This design comes from an exercise in tuning for small area, a short achievable clock period and few clock cycles on the open sky130 flow, not from production work. The RTL was checked by simulation tests, not by an equivalence proof against the original design. Power is estimated from default activity; no workload was simulated.

==> flow/design.v, too long to show whole: its modules and the start of the top module <==
// module ssev_engine: 2200 lines
// module ssev_add23: 7 lines
// module ssev_sub: 8 lines
// module ssev_fa: 10 lines
// module ssev_ha: 9 lines
module ssev_engine (
    input  wire         clk,
    input  wire         rst,
    input  wire         cmd_valid,
    output wire         cmd_ready,
    input  wire [31:0]  cmd_word,
    input  wire [15:0]  cmd_width,
    input  wire [15:0]  cmd_height,
    input  wire         px_valid,
    output wire         px_ready,
    input  wire [127:0] px_src,
    input  wire [127:0] px_ref,
    output wire         res_valid,
    input  wire         res_ready,
    output wire [63:0]  res_sse,
    output wire [31:0]  res_sum,
    output wire [31:0]  res_var,
    output wire         res_err,
    output wire [2:0]   res_code
);
  // ...
==> flow/flow/run.sh <==
#!/bin/bash
set -e
export BUFFER_PORTS_ARGS="-buffer_cell sky130_fd_sc_hd__buf_1"
bash standard.sh > standard.log 2>&1
==> flow/standard.sh <==
#!/bin/bash
# synth_recipe.tcl (not shown) runs the flow's synth.tcl, then flattens the netlist and writes it again
# the make line also repeats each setting of config.mk as NAME=value (left out here)
make -C /OpenROAD-flow-scripts/flow DESIGN_CONFIG=/design/flow/config.mk WORK_HOME=/design/flow/orfs CLKGATE_MAP_FILE= SYNTH_SCRIPT=/design/flow/synth_recipe.tcl "${@:-finish}"
==> flow/config.mk <==
export PLATFORM = sky130hd
export DESIGN_NAME = ssev_engine
export DESIGN_NICKNAME = ssev_engine
export VERILOG_FILES = /design/flow/design.v
export SDC_FILE = /design/flow/constraint.sdc
export NUM_CORES = 4
export LEC_CHECK = 0
export CAP_MARGIN = 20
export CORE_MARGIN = 2
export CORE_UTILIZATION = 40
export SLEW_MARGIN = 20
export SYNTH_HIERARCHICAL = 1
export SYNTH_MINIMUM_KEEP_SIZE = 0
==> flow/constraint.sdc <==
create_clock -name core_clock -period 28.0 [get_ports {clk}]
set_input_delay 5.6000 -clock core_clock [delete_from_list [all_inputs] [get_ports {clk}]]
set_output_delay 5.6000 -clock core_clock [all_outputs]
set_load 0.01 [all_outputs]
==> impl_metrics.tcl, run 1 <==
set metrics [dict create \
    outcome "no timing/DRC/antenna violations" \
    design_area_um2 58800 \
    cp_max_fo 19 \
    pre_cts_slack_ns 19.54 \
    nNonClkBuffers 468 \
    cts.hold.buffers_added 0 \
    multi_input_gates 3903 \
    synth_cells 4961 \
    io_buffer_count 441 \
    synth_cell_types 99 \
    synthFlopType "dfxtp_1" \
    cts.repair.resized 0 \
    post-dp-hpwl_mm 133 \
    power_leakage_nw 26.6 \
    cts-htree-levels 3 \
    drv_slew 0 \
    synthTopCellsByArea "fa_1, dfxtp_1, edfxtp_1, ha_1, and2_1" \
    maxCapViolations 0 \
    wl_met2_mm 75.2 \
    ios 460 \
    fillerInstances 12500 \
    synth_xor_area_frac 0.0348 \
    critPathCapture "a_d12[6]$_DFF_P_" \
    cts.sinks 523 \
    tightestPinTransition_ns 1.13 \
    cts_inserted_buffers 69 \
    drt_iter0_markers 2931 \
    post_cts_buffers 0 \
    fin_util 0.448 \
]
Testbench counts, summed over its fixed seeds: cycles 46,537.
==> module ssev_sub, before the edit <==
module ssev_sub (
    input  wire [7:0] s,
    input  wire [7:0] r,
    input  wire       en,
    output wire [8:0] d
);
    assign d = ({1'b0, s} - {1'b0, r}) & {9{en}};
endmodule
==> run 2: changes to the inputs <==
--- a/flow/design.v
+++ b/flow/design.v
@@ -109,62 +109,94 @@
     genvar g;
     generate
         for (g = 0; g < 16; g = g + 1) begin : lanes
             assign lane_ok[g] = ~c_last | (c_lo == 4'd0) | (c_lo > g);
         end
     endgenerate
     wire [8:0] a_d0_n;
     reg  [8:0] a_d0;
-    ssev_sub u_sub0 (.s(px_src[7:0]), .r(px_ref[7:0]), .en(px_fire & lane_ok[0]), .d(a_d0_n));
+    wire [8:0] a_d0_s;
+    ssev_sub u_sub0 (.s(px_src[7:0]), .r(px_ref[7:0]), .d(a_d0_s));
+    assign a_d0_n = a_d0_s & {9{px_fire & lane_ok[0]}};
     wire [8:0] a_d1_n;
     reg  [8:0] a_d1;
-    ssev_sub u_sub1 (.s(px_src[15:8]), .r(px_ref[15:8]), .en(px_fire & lane_ok[1]), .d(a_d1_n));
+    wire [8:0] a_d1_s;
+    ssev_sub u_sub1 (.s(px_src[15:8]), .r(px_ref[15:8]), .d(a_d1_s));
+    assign a_d1_n = a_d1_s & {9{px_fire & lane_ok[1]}};
     wire [8:0] a_d2_n;
     reg  [8:0] a_d2;
-    ssev_sub u_sub2 (.s(px_src[23:16]), .r(px_ref[23:16]), .en(px_fire & lane_ok[2]), .d(a_d2_n));
+    wire [8:0] a_d2_s;
+    ssev_sub u_sub2 (.s(px_src[23:16]), .r(px_ref[23:16]), .d(a_d2_s));
+    assign a_d2_n = a_d2_s & {9{px_fire & lane_ok[2]}};
     wire [8:0] a_d3_n;
     reg  [8:0] a_d3;
-    ssev_sub u_sub3 (.s(px_src[31:24]), .r(px_ref[31:24]), .en(px_fire & lane_ok[3]), .d(a_d3_n));
+    wire [8:0] a_d3_s;
+    ssev_sub u_sub3 (.s(px_src[31:24]), .r(px_ref[31:24]), .d(a_d3_s));
+    assign a_d3_n = a_d3_s & {9{px_fire & lane_ok[3]}};
     wire [8:0] a_d4_n;
     reg  [8:0] a_d4;
-    ssev_sub u_sub4 (.s(px_src[39:32]), .r(px_ref[39:32]), .en(px_fire & lane_ok[4]), .d(a_d4_n));
+    wire [8:0] a_d4_s;
+    ssev_sub u_sub4 (.s(px_src[39:32]), .r(px_ref[39:32]), .d(a_d4_s));
+    assign a_d4_n = a_d4_s & {9{px_fire & lane_ok[4]}};
     wire [8:0] a_d5_n;
     reg  [8:0] a_d5;
-    ssev_sub u_sub5 (.s(px_src[47:40]), .r(px_ref[47:40]), .en(px_fire & lane_ok[5]), .d(a_d5_n));
+    wire [8:0] a_d5_s;
+    ssev_sub u_sub5 (.s(px_src[47:40]), .r(px_ref[47:40]), .d(a_d5_s));
+    assign a_d5_n = a_d5_s & {9{px_fire & lane_ok[5]}};
     wire [8:0] a_d6_n;
     reg  [8:0] a_d6;
-    ssev_sub u_sub6 (.s(px_src[55:48]), .r(px_ref[55:48]), .en(px_fire & lane_ok[6]), .d(a_d6_n));
+    wire [8:0] a_d6_s;
+    ssev_sub u_sub6 (.s(px_src[55:48]), .r(px_ref[55:48]), .d(a_d6_s));
+    assign a_d6_n = a_d6_s & {9{px_fire & lane_ok[6]}};
     wire [8:0] a_d7_n;
     reg  [8:0] a_d7;
-    ssev_sub u_sub7 (.s(px_src[63:56]), .r(px_ref[63:56]), .en(px_fire & lane_ok[7]), .d(a_d7_n));
+    wire [8:0] a_d7_s;
+    ssev_sub u_sub7 (.s(px_src[63:56]), .r(px_ref[63:56]), .d(a_d7_s));
+    assign a_d7_n = a_d7_s & {9{px_fire & lane_ok[7]}};
     wire [8:0] a_d8_n;
     reg  [8:0] a_d8;
-    ssev_sub u_sub8 (.s(px_src[71:64]), .r(px_ref[71:64]), .en(px_fire & lane_ok[8]), .d(a_d8_n));
+    wire [8:0] a_d8_s;
+    ssev_sub u_sub8 (.s(px_src[71:64]), .r(px_ref[71:64]), .d(a_d8_s));
+    assign a_d8_n = a_d8_s & {9{px_fire & lane_ok[8]}};
     wire [8:0] a_d9_n;
     reg  [8:0] a_d9;
-    ssev_sub u_sub9 (.s(px_src[79:72]), .r(px_ref[79:72]), .en(px_fire & lane_ok[9]), .d(a_d9_n));
+    wire [8:0] a_d9_s;
+    ssev_sub u_sub9 (.s(px_src[79:72]), .r(px_ref[79:72]), .d(a_d9_s));
+    assign a_d9_n = a_d9_s & {9{px_fire & lane_ok[9]}};
     wire [8:0] a_d10_n;
     reg  [8:0] a_d10;
-    ssev_sub u_sub10 (.s(px_src[87:80]), .r(px_ref[87:80]), .en(px_fire & lane_ok[10]), .d(a_d10_n));
+    wire [8:0] a_d10_s;
+    ssev_sub u_sub10 (.s(px_src[87:80]), .r(px_ref[87:80]), .d(a_d10_s));
+    assign a_d10_n = a_d10_s & {9{px_fire & lane_ok[10]}};
     wire [8:0] a_d11_n;
     reg  [8:0] a_d11;
-    ssev_sub u_sub11 (.s(px_src[95:88]), .r(px_ref[95:88]), .en(px_fire & lane_ok[11]), .d(a_d11_n));
+    wire [8:0] a_d11_s;
+    ssev_sub u_sub11 (.s(px_src[95:88]), .r(px_ref[95:88]), .d(a_d11_s));
+    assign a_d11_n = a_d11_s & {9{px_fire & lane_ok[11]}};
     wire [8:0] a_d12_n;
     reg  [8:0] a_d12;
-    ssev_sub u_sub12 (.s(px_src[103:96]), .r(px_ref[103:96]), .en(px_fire & lane_ok[12]), .d(a_d12_n));
+    wire [8:0] a_d12_s;
+    ssev_sub u_sub12 (.s(px_src[103:96]), .r(px_ref[103:96]), .d(a_d12_s));
+    assign a_d12_n = a_d12_s & {9{px_fire & lane_ok[12]}};
     wire [8:0] a_d13_n;
     reg  [8:0] a_d13;
-    ssev_sub u_sub13 (.s(px_src[111:104]), .r(px_ref[111:104]), .en(px_fire & lane_ok[13]), .d(a_d13_n));
+    wire [8:0] a_d13_s;
+    ssev_sub u_sub13 (.s(px_src[111:104]), .r(px_ref[111:104]), .d(a_d13_s));
+    assign a_d13_n = a_d13_s & {9{px_fire & lane_ok[13]}};
     wire [8:0] a_d14_n;
     reg  [8:0] a_d14;
-    ssev_sub u_sub14 (.s(px_src[119:112]), .r(px_ref[119:112]), .en(px_fire & lane_ok[14]), .d(a_d14_n));
+    wire [8:0] a_d14_s;
+    ssev_sub u_sub14 (.s(px_src[119:112]), .r(px_ref[119:112]), .d(a_d14_s));
+    assign a_d14_n = a_d14_s & {9{px_fire & lane_ok[14]}};
     wire [8:0] a_d15_n;
     reg  [8:0] a_d15;
-    ssev_sub u_sub15 (.s(px_src[127:120]), .r(px_ref[127:120]), .en(px_fire & lane_ok[15]), .d(a_d15_n));
+    wire [8:0] a_d15_s;
+    ssev_sub u_sub15 (.s(px_src[127:120]), .r(px_ref[127:120]), .d(a_d15_s));
+    assign a_d15_n = a_d15_s & {9{px_fire & lane_ok[15]}};
     always @(posedge clk) begin
         a_d0 <= a_d0_n;
         a_d1 <= a_d1_n;
         a_d2 <= a_d2_n;
         a_d3 <= a_d3_n;
         a_d4 <= a_d4_n;
         a_d5 <= a_d5_n;
         a_d6 <= a_d6_n;
@@ -2203,20 +2235,19 @@
     input  wire [22:0] b,
     output wire [22:0] y
 );
     assign y = a + b;
 endmodule
 module ssev_sub (
     input  wire [7:0] s,
     input  wire [7:0] r,
-    input  wire       en,
     output wire [8:0] d
 );
-    assign d = ({1'b0, s} - {1'b0, r}) & {9{en}};
+    assign d = {1'b0, s} - {1'b0, r};
 endmodule
 module ssev_fa (
     input  wire a,
     input  wire b,
     input  wire c,
     output wire s,
     output wire co
 );
==> run 2 against run 1 <==
Compared with the run above: clock skew is 0.0091 ns higher; count of clock-buffer cells in the layout fell by 6; largest cell class unchanged; combinational power is 4% higher.
==> impl_metrics.tcl, run 2 <==
set metrics [dict create \
    gr-total-overflow 0 \
    skew_ns 0.0424 \
    drt_iter0_markers 3140 \
    first_pass_iters 5 \
    rows 133 \
    cp_top_family "buffers and inverters" \
    finalSetupViolations 0 \
    cts.sinks 523 \
    cts-htree-levels 3 \
    ctsRootBufferMaster "clkbuf_16" \
    syn_area_per_cell_um2 10.6 \
    synth_area_um2 53200 \
    io_buffer_count 441 \
    hold_class "flip-flop to flip-flop" \
    fin_crit_sh 0.271 \
    topRoutingLayerUsed "met5" \
    mostFrequentLayoutCell "fa_1" \
    post_cts_buffers 0 \
    die_w_um 369 \
    required_ns 28.40 \
    cts.repair.resized 0 \
    fin_nets 6956 \
    wl_met3_mm 13.2 \
    yosys.area.top_type_share 0.322 \
    clk_latency_ns 0.67 \
    fin_crit_ns 7.59 \
    cellPowerDensity_nw_per_um2 72.0 \
    cp_max_fo 33 \
    grt_setup_unrepaired "no" \
    grt_pass1_wl_mm 246 \
    fp.dieArea_um2 136000 \
    final_cell_mix "fa_1, and2_1, buf_1" \
    fin_util 0.447 \
    reg_top3 "acc0: 48 flops, acc1: 48 flops, r_sse: 48 flops" \
    wire_per_inst_um 22.9 \
    die_h_um 369 \
    synth_common_cells "fa_1, and2_1, inv_1, ha_1, dfxtp_1" \
    whs_path_depth 0 \
    worst-setup-path-type "input port to flip-flop" \
    yosysWarningCount 7 \
    synth_cells 4995 \
    cp_num_buf_inv 3 \
    ios 460 \
    cp.arrival_ns 8.00 \
    first_global_vias 39800 \
    synthTopCellsByArea "fa_1, dfxtp_1, edfxtp_1, ha_1, and2_1" \
    multi_input_area_um2 38700 \
    r2r_cells 17 \
    synth_edf_count 190 \
    start_util 0.404 \
    area.growth.synth_to_final_pct 10.7 \
    async_flop_share 0 \
    synthFlopType "dfxtp_1" \
    peakVddDrop_uv 88.5 \
    yosysMostFrequentCell "fa_1" \
    drv_slew 0 \
    post-route-drc-count 0 \
    cts_tree "built" \
    cts.hold.buffers_added 0 \
    slew_headroom 0.288 \
    tightestPinTransition_ns 1.07 \
    vias 38800 \
    crit_cells 7 \
    wl_mm 165 \
    fin_tns_setup_ns 0 \
    start_kind "input port" \
    crit_chain "buf_1 -> and2_1 -> nor2_1 -> nor2_2 -> buf_4 -> clkinv_1 -> a31o_2" \
    drive_gt1_frac 0.0408 \
    wl_met2_mm 74.3 \
    core_um2 132000 \
    critPathCaptureType "flip-flop" \
    grt_max_degree 77 \
    antenna_found_initial 8 \
    place.gp.congestion 0.974 \
    synth_cell_types 94 \
    outcome "no timing/DRC/antenna violations" \
    cp_slowest_stage_delay_ns 0.59 \
    stdcell_count 7219 \
    crit_slowest_cell "clkinv_1" \
    cts_inserted_buffers 66 \
    via_per_inst 5.38 \
    grt_util_all_layers 0.243 \
    power_leakage_nw 26.5 \
    fillerInstances 12500 \
    final-seq-area_um2 12400 \
    maxCapViolations 0 \
    synth_area_leader_cell "fa_1" \
    post-dp-hpwl_mm 132 \
    ys_seq_area_frac 0.233 \
    clock.fmax_mhz 132 \
    ys_seq_elements 523 \
    dpl.cell_count 7096 \
    wl_met1_mm 70.1 \
    hold_viol 0 \
    ant_nets 0 \
    clkTransAtPathRegs_ns 0.06 \
    clockBufferDepth 3 \
]
-- run 2: worst reg2reg max path, stage by stage (launching register included) --
cell and delay (ns):
dfxtp_4 0.95, buf_4 0.59, nor2b_1 0.17, fa_1 0.54, fa_1 0.52, fa_1 0.52, fa_1 0.47, fa_1 0.51
fa_1 0.56, inv_1 0.07, fa_1 0.47, nor2b_4 0.14, o31a_1 0.17, o31a_1 0.23, nor2_2 0.08, o21bai_2 0.21
mux2_4 0.33, o2111ai_2 0.08
-- run 2: cells by family after synthesis --
group	synth area share
fa+ha+maj	0.408
buf+inv	0.0414
other cells	0.0000705
xor+xnor	0.0364
simple gates	0.175
flops	0.233
compound gates	0.0942
mux	0.0122
-- run 2: routing by layer --
metal	global-route usage	up-vias
li1	-	17600
met1	0.327	19300
met2	0.377	1609
met3	0.0541	329
met4	0.104	2
met5	0	-
-- run 2: final timing paths --
path,start,end,slack [ns]
max,px_valid,c_hi[19]$_DFFE_PP_,20.41
min,c_e[1]$_DFFE_PP_,a_e[1]$_DFF_P_,0.34
max reg2reg,a_clr$_SDFF_PP0_,acc_sum[16]$_DFF_P_,21.34
min reg2reg,c_e[1]$_DFFE_PP_,a_e[1]$_DFF_P_,0.34
-- run 2: modules after synthesis (local to each module, per instance) --
module | cells | flops+latches | cell area (um^2)
ssev_add23 | 171 | 0 | 1250
ssev_engine | 3084 | 523 | 28600
ssev_fa | 1 | 0 | 20.0
ssev_ha | 1 | 0 | 12.5
ssev_sub | 53 | 0 | 368
-- run 2: where the power goes --
group / internal [mW] / total [mW] / leakage, nW / switching (mW)
Combinational: 1.01 / 2.29 / 20.9 / 1.29
Sequential: 0.980 / 1.07 / 4.52 / 0.0944
Clock: 0.503 / 0.871 / 1.08 / 0.368
-- run 2: through the flow --
step	instance area, um^2	hold slack, ns	setup WS (ns)	total power, mW
after detailed placement	56600	0.327	19.44	3.38
after global placement	56600	0.328	19.54	3.33
after floorplan	53200	0.323	20.50	2.69
after global routing	58900	0.357	20.18	4.59
after CTS	58800	0.341	20.15	4.27
final	58900	0.339	20.41	4.24
-- run 2: area by class of cell --
cell class                 instances  share of cell area
timing repair buffer             472              0.0321
inverter                         403              0.0257
multi-input combinational       3943               0.657
sequential                       523               0.210
clock buffer                      82              0.0299
tap                             1755              0.0373
clock inverter                    38             0.00753
antenna                            3            0.000128
Testbench counts of run 2, summed over its fixed seeds: cycles 46,537.
==> run 3: changes to the inputs <==
==> flow/flow/run.sh (replaced) <==
#!/bin/bash
set -e
export BUFFER_PORTS_ARGS="-buffer_cell sky130_fd_sc_hd__buf_1"
export SETUP_SLACK_MARGIN=21
bash standard.sh > standard.log 2>&1
==> run 3 against run 2 <==
Compared with the run above: still clean on timing, DRC and antenna; sequential cell count is the same; clock power grew 0.5%; synthesized cell count is the same; sequential power is essentially flat; die area is the same; core utilization grew 0.065 points; non-clock buffer count grew 2; first-iteration DRC count shrank 7.1%; critical endpoint is now res_sum[0]; largest power group unchanged.
==> impl_metrics.tcl, run 3 <==
set metrics [dict create \
    outcome "no timing/DRC/antenna violations" \
    vias 38900 \
    syn_area_per_cell_um2 10.6 \
    first_global_vias 39000 \
    cts.hold.buffers_added 0 \
    fillerInstances 12500 \
    synth_common_cells "fa_1, and2_1, inv_1, ha_1, dfxtp_1" \
    cts.sinks 523 \
    hold_class "flip-flop to flip-flop" \
    drt_iter0_markers 2917 \
    clockBufferDepth 3 \
    post-route-drc-count 0 \
    cts_inserted_buffers 67 \
    wire_per_inst_um 23.0 \
    fp.dieArea_um2 136000 \
    finalSetupViolations 0 \
    via_per_inst 5.38 \
    final_cell_mix "fa_1, and2_1, buf_1" \
    fin_nets 6959 \
    hold_viol 0 \
    rows 133 \
    placed_cell_area_um2 56600 \
    cts_tree "built" \
    fin_crit_ns 6.96 \
    design_area_um2 58900 \
    grt_max_degree 85 \
    synthFlopType "dfxtp_1" \
    yosysMostFrequentCell "fa_1" \
    clock_power_share 0.208 \
    ys_seq_area_frac 0.233 \
    place.gp.congestion 0.990 \
    start_util 0.404 \
    p_int_mw 2.49 \
    worst-setup-path-type "flip-flop to output pin" \
    first_pass_iters 5 \
    tightestPinTransition_ns 1.11 \
    synth_area_um2 53200 \
    drv_slew 0 \
    switching_share 0.408 \
    ios 460 \
    clk_latency_ns 0.66 \
    fin_util 0.448 \
    required_ns 22.40 \
    slew_headroom 0.256 \
    fin_tns_setup_ns 0 \
    seqPwrFrac 0.255 \
    clock.fmax_mhz 144 \
    synth_cells 4995 \
    cp_slowest_stage_delay_ns 0.52 \
    cp_num_buf_inv 1 \
    rrSetupSlack_ns 21.53 \
    cp_top_family "flip-flops" \
    synth_edf_count 190 \
    power_leakage_nw 26.5 \
    yosysWarningCount 7 \
    clkTransAtPathRegs_ns 0.06 \
    ant_nets 0 \
    wl_mm 166 \
    die_h_um 369 \
    ys_seq_elements 523 \
    crit_slowest_cell "edfxtp_1" \
    fin_crit_sh 0.249 \
    async_flop_share 0 \
    die_w_um 369 \
    peakVddDrop_uv 96.1 \
    reg_top3 "acc0: 48 flops, acc1: 48 flops, r_sse: 48 flops" \
    ctsRootBufferMaster "clkbuf_16" \
    grt_util_all_layers 0.241 \
    crit_chain "buf_1" \
    fin_total_pwr_mw 4.20 \
    skew_ns 0.0334 \
    grt_setup_unrepaired "no" \
    multi_input_area_um2 38700 \
    dpl.cell_count 7096 \
    cp.arrival_ns 1.36 \
    io_buffer_count 441 \
    cts-htree-levels 3 \
    setup_ws_ns 21.04 \
    maxCapViolations 0 \
    pre_cts_slack_ns 19.36 \
    synth_cell_types 94 \
    mostFrequentLayoutCell "fa_1" \
    grt_pass1_wl_mm 244 \
    synth_area_leader_cell "fa_1" \
    antenna_found_initial 7 \
    drive_gt1_frac 0.0439 \
    post-dp-hpwl_mm 132 \
    comb_power_share 0.537 \
    start_kind "flip-flop" \
    critPathCaptureType "output pin" \
    yosys.area.top_type_share 0.322 \
    fin_worst_hold_slack_ns 0.341 \
    p_sw_mw 1.72 \
    area.growth.synth_to_final_pct 10.9 \
    cellPowerDensity_nw_per_um2 71.3 \
    gr-total-overflow 0 \
    final-seq-area_um2 12400 \
    synthTopCellsByArea "fa_1, dfxtp_1, edfxtp_1, ha_1, and2_1" \
    cp_max_fo 5 \
    stdcell_count 7225 \
    core_um2 132000 \
]
## run 3: cell counts after synthesis
Identical to the previous run, type by type.
## run 3: per-module statistics from Yosys, one instance, submodules excluded
module       cells  copies in the design
ssev_add23     171                     1
ssev_fa          1                   833
ssev_engine   3084                     1
ssev_sub        53                    16
ssev_ha          1                    59
## run 3: power groups by stage
stage	Combinational, mW	Sequential, mW	Clock, mW
floorplan	1.64	1.05	0
global placement	2.21	1.08	0
detailed placement	2.26	1.09	0
CTS	2.27	1.07	0.898
global route	2.53	1.08	0.924
finish	2.26	1.07	0.875
## run 3: metal layers
metal / vias up / track usage / share of wire
li1: 17600 / - / -
met1: 19500 / 0.327 / 0.43
met2: 1514 / 0.377 / 0.46
met3: 310 / 0.0511 / 0.077
met4: 0 / 0.0940 / 0.043
met5: - / 0 / 0
## run 3: logic make-up after synthesis
logic type	after synthesis	share of synthesized area
AO/OA/AOI/OAI	761	0.0942
XOR/XNOR	221	0.0364
adder cells (fa/ha/maj)	1222	0.408
buffers and inverters	546	0.0414
flip-flops	523	0.233
multiplexers	62	0.0122
other	1	0.0000705
AND/OR/NAND/NOR	1659	0.175
## run 3: cell type report
| type | instances | share of cell area |
|---|---|---|
| inverter | 403 | 0.0258 |
| clock buffer | 86 | 0.0315 |
| antenna | 6 | 0.000255 |
| timing repair buffer | 474 | 0.0327 |
| clock inverter | 35 | 0.00603 |
| sequential | 523 | 0.210 |
| multi-input combinational | 3943 | 0.656 |
| tap | 1755 | 0.0373 |
## run 3: final timing paths
kind                     startpoint                   to  depth (start not counted)
max          r_sum[0]$_SDFFCE_PN0P_           res_sum[0]                          1
min                c_e[0]$_DFFE_PP_       a_e[0]$_DFF_P_                          0
max reg2reg        a_clr$_SDFF_PP0_  acc_sum[16]$_DFF_P_                         17
min reg2reg        c_e[0]$_DFFE_PP_       a_e[0]$_DFF_P_                          0
## run 3: timing repair
| action | 4_1_cts | 5_1_grt |
|---|---|---|
| buffers inserted | 1 | 1 |
| endpoints found under the setup margin | 75 | 4 |
| gates resized for setup | 12 | 2 |
==> run 4: changes to the inputs <==
==> flow/flow/run.sh (replaced) <==
#!/bin/bash
set -e
export BUFFER_PORTS_ARGS="-buffer_cell sky130_fd_sc_hd__buf_1"
export SETUP_SLACK_MARGIN=21
export CTS_ARGS="-sink_clustering_enable -repair_clock_nets -dont_use_dummy_load"
bash standard.sh > standard.log 2>&1
--- a/flow/config.mk
+++ b/flow/config.mk
@@ -7,7 +7,7 @@
 export LEC_CHECK = 0
 export CAP_MARGIN = 20
 export CORE_MARGIN = 2
-export CORE_UTILIZATION = 40
+export CORE_UTILIZATION = 55
 export SLEW_MARGIN = 20
 export SYNTH_HIERARCHICAL = 1
 export SYNTH_MINIMUM_KEEP_SIZE = 0
==> run 4 against run 3 <==
Compared with the run above: count of clock-buffer cells in the layout down 25; worst hold slack better by 0.012 ns; global-route usage grew 8.1 points; highest routed layer unchanged; final area shrank 2.2%; maximum frequency increased by 0.25%; cell count fell by 7.4%; power shrank 4.6%; non-clock buffer count increased by 3; first-iteration DRC count decreased by 4.1%; synthesized cell count did not move; sequential cell count stayed put; wire length down 4.5%.
==> impl_metrics.tcl, run 4 <==
set metrics [dict create \
    outcome "no timing/DRC/antenna violations" \
    fp.dieArea_um2 99200 \
    skew_ns 0.0970 \
    first_pass_iters 7 \
    crit_slowest_cell "edfxtp_1" \
    wl_mm 159 \
    synth_cells 4995 \
    stdcell_count 6687 \
    synth_top_family_by_area "adder cells" \
    wire_per_inst_um 23.8 \
    crit_cells 1 \
    finalSetupViolations 0 \
    clkTransAtPathRegs_ns 0.06 \
    syn_area_per_cell_um2 10.6 \
    dpl.cell_count 6617 \
    core_um2 96300 \
    area.growth.synth_to_final_pct 8.44 \
    vias 38500 \
    cp_max_fo 3 \
    reg_top3 "acc0: 48 flops, acc1: 48 flops, r_sse: 48 flops" \
    pre_cts_slack_ns 20.09 \
    r2r_cells 12 \
    slew_headroom 0.243 \
    synth_area_leader_cell "fa_1" \
    die_h_um 315 \
    fin_total_pwr_mw 4.01 \
    switching_share 0.411 \
    cp_num_buf_inv 1 \
    cp_slowest_stage_delay_ns 0.48 \
    drv_slew 0 \
    ys_seq_elements 523 \
    yosysWarningCount 7 \
    cts-htree-levels 2 \
    cts_inserted_buffers 61 \
    whs_path_depth 0 \
    ys_seq_area_frac 0.233 \
    synth_adder_area_share 0.408 \
    grt_setup_unrepaired "no" \
    post-route-drc-count 0 \
    rows 114 \
    synthTopCellsByArea "fa_1, dfxtp_1, edfxtp_1, ha_1, and2_1" \
    fin_util 0.599 \
    clockBufferDepth 3 \
    final_cell_mix "fa_1, and2_1, buf_1" \
    setup_ws_ns 21.06 \
    crit_chain "buf_2" \
    fin_tns_setup_ns 0 \
    post-dp-hpwl_mm 127 \
    clock_power_share 0.169 \
    drive_gt1_frac 0.0351 \
    synth_xor_area_frac 0.0364 \
    p_sw_mw 1.65 \
    synth_cell_types 94 \
    hold_viol 0 \
    mostFrequentLayoutCell "fa_1" \
    comb_power_share 0.564 \
    first_global_vias 39000 \
    peakVddDrop_uv 124 \
    fin_nets 6956 \
    cellPowerDensity_nw_per_um2 69.6 \
    via_per_inst 5.76 \
    ctsRootBufferMaster "clkbuf_16" \
    cp.arrival_ns 1.34 \
    muxShareOfSynthArea 0.0122 \
    yosys.area.top_type_share 0.322 \
    place.gp.congestion 0.993 \
    start_kind "flip-flop" \
    clk_latency_ns 0.70 \
    cts.sinks 523 \
    antenna_found_initial 7 \
    drt_iter0_markers 2796 \
    ios 460 \
    io_buffer_count 441 \
    grt_pass1_wl_mm 237 \
    cp_top_family "flip-flops" \
    synth-compound-area-share 0.0942 \
    synth_common_cells "fa_1, and2_1, inv_1, ha_1, dfxtp_1" \
    synth_area_um2 53200 \
    critPathCaptureType "output pin" \
    cts_tree "built" \
    clock.fmax_mhz 144 \
    p_int_mw 2.36 \
    start_util 0.552 \
    maxCapViolations 0 \
    die_w_um 315 \
    cts.hold.buffers_added 0 \
    seqPwrFrac 0.267 \
    async_flop_share 0 \
    grt_util_all_layers 0.322 \
    fin_crit_ns 6.94 \
    power_leakage_nw 26.2 \
    fin_crit_sh 0.248 \
    hold_class "flip-flop to flip-flop" \
    ant_nets 0 \
    grt_max_degree 76 \
    gr-total-overflow 0 \
    synth_edf_count 190 \
    tightestPinTransition_ns 1.13 \
    synth-simple-area-share 0.175 \
    yosysMostFrequentCell "fa_1" \
    synthFlopType "dfxtp_1" \
    worst-setup-path-type "flip-flop to output pin" \
    required_ns 22.40 \
]
==> run 4: cell counts after synthesis <==
No cell type changed its count.
==> run 4: what timing repair did <==
action                                 CTS  global route
setup buffers                            5             0
endpoints found under the hold margin    0             0
gates resized for setup                  6             4
setup endpoints to repair               47            20
==> run 4: kinds of logic after synthesis <==
logic type      Yosys count
simple gates           1659
buf+inv                 546
other cells               1
fa+ha+maj              1222
xor+xnor                221
flops                   523
mux                      62
compound gates          761
==> run 4: cell type report <==
cell class	count	area (um^2)
Multi-Input combinational cell	3943	38700
Fill cell	8387	38600
Sequential cell	523	12400
Timing Repair Buffer	477	1940
Tap cell	1276	1600
Clock buffer	61	1530
Inverter	403	1520
Antenna cell	4	10.0
==> run 4: per-module statistics from Yosys, one instance, submodules excluded <==
module	times used	area (um^2)	cells
ssev_engine	1	28600	3084
ssev_add23	1	1250	171
ssev_sub	16	368	53
ssev_fa	833	20.0	1
ssev_ha	59	12.5	1
==> run 4: routing by layer <==
metal | up-vias | global-route usage | share of wire
met5 | - | 0 | 0
met4 | 0 | 0.114 | 0.039
met3 | 294 | 0.0735 | 0.084
met2 | 1535 | 0.508 | 0.46
met1 | 19200 | 0.439 | 0.42
li1 | 17600 | - | -
==> run 4: metrics by stage <==
step,instance area (um^2),hold slack [ns]
final,57700,0.352
after global routing,57600,0.366
after CTS,57600,0.355
after detailed placement,56000,0.342
after global placement,56000,0.331
after floorplan,53200,0.323
==> run 4: worst register-to-register path, cell delays in order, from the launching register on <==
cell and delay [ns]:
dfxtp_4 0.65, buf_6 0.40, nor2b_1 0.22, fa_1 0.55
fa_1 0.53, fa_1 0.56, fa_1 0.61, fa_1 0.48
fa_1 0.47, fa_1 0.51, fa_1 0.43, fa_1 0.51
fa_1 0.56
==> run 4: worst paths after layout <==
kind | from | endpoint | slack, ns
worst max register to register | a_clr$_SDFF_PP0_ | acc1[8]$_DFF_P_ | 21.28
worst min-delay path | c_var$_DFFE_PP_ | a_var$_DFF_P_ | 0.35
worst max-delay path | r_pl[19]$_DFFE_PP_ | res_var[19] | 21.06
worst min register to register | c_var$_DFFE_PP_ | a_var$_DFF_P_ | 0.35
==> run 4: power by group through the flow <==
| stage | sequential (mW) | combinational, mW | clock, mW |
|---|---|---|---|
| 3_3_place_gp | 1.09 | 2.20 | 0 |
| 2_1_floorplan | 1.05 | 1.64 | 0 |
| 3_5_place_dp | 1.09 | 2.25 | 0 |
| 4_1_cts | 1.07 | 2.26 | 0.695 |
| 6_report | 1.07 | 2.26 | 0.679 |
| 5_1_grt | 1.08 | 2.55 | 0.721 |

==> separate check: timing with driven ports <==
No port has a modelled driver above. Below, the same layouts with a new extraction and two added sets of constraints.
Step 1: set_driving_cell puts a clkbuf_16 on clk and a buf_2 on each other input, an assumption about the parent block.
Step 2 also shifts input and output timing later by t, the mid clock arrival at the registers, as if the neighbouring blocks saw the same clock.
a / b / c = ideal ports / drivers / drivers and shift; a / b = the first two.
run | t, ns | slack for setup (ns) | worst setup path after step 2
run 1 | 0.750 | 20.235 / 20.180 / 19.430 | input to register
run 2 | 0.722 | 20.406 / 20.351 / 19.629 | input to register
run 3 | 0.712 | 21.041 / 20.976 / 20.348 | input to register
run 4 | 0.732 | 21.059 / 20.979 / 20.514 | input to register
After both steps setup and hold are still met in every run listed. For run 1, which loses most, drivers alone change the setup slack by -0.055 ns; drivers and shift together by -0.805 ns.
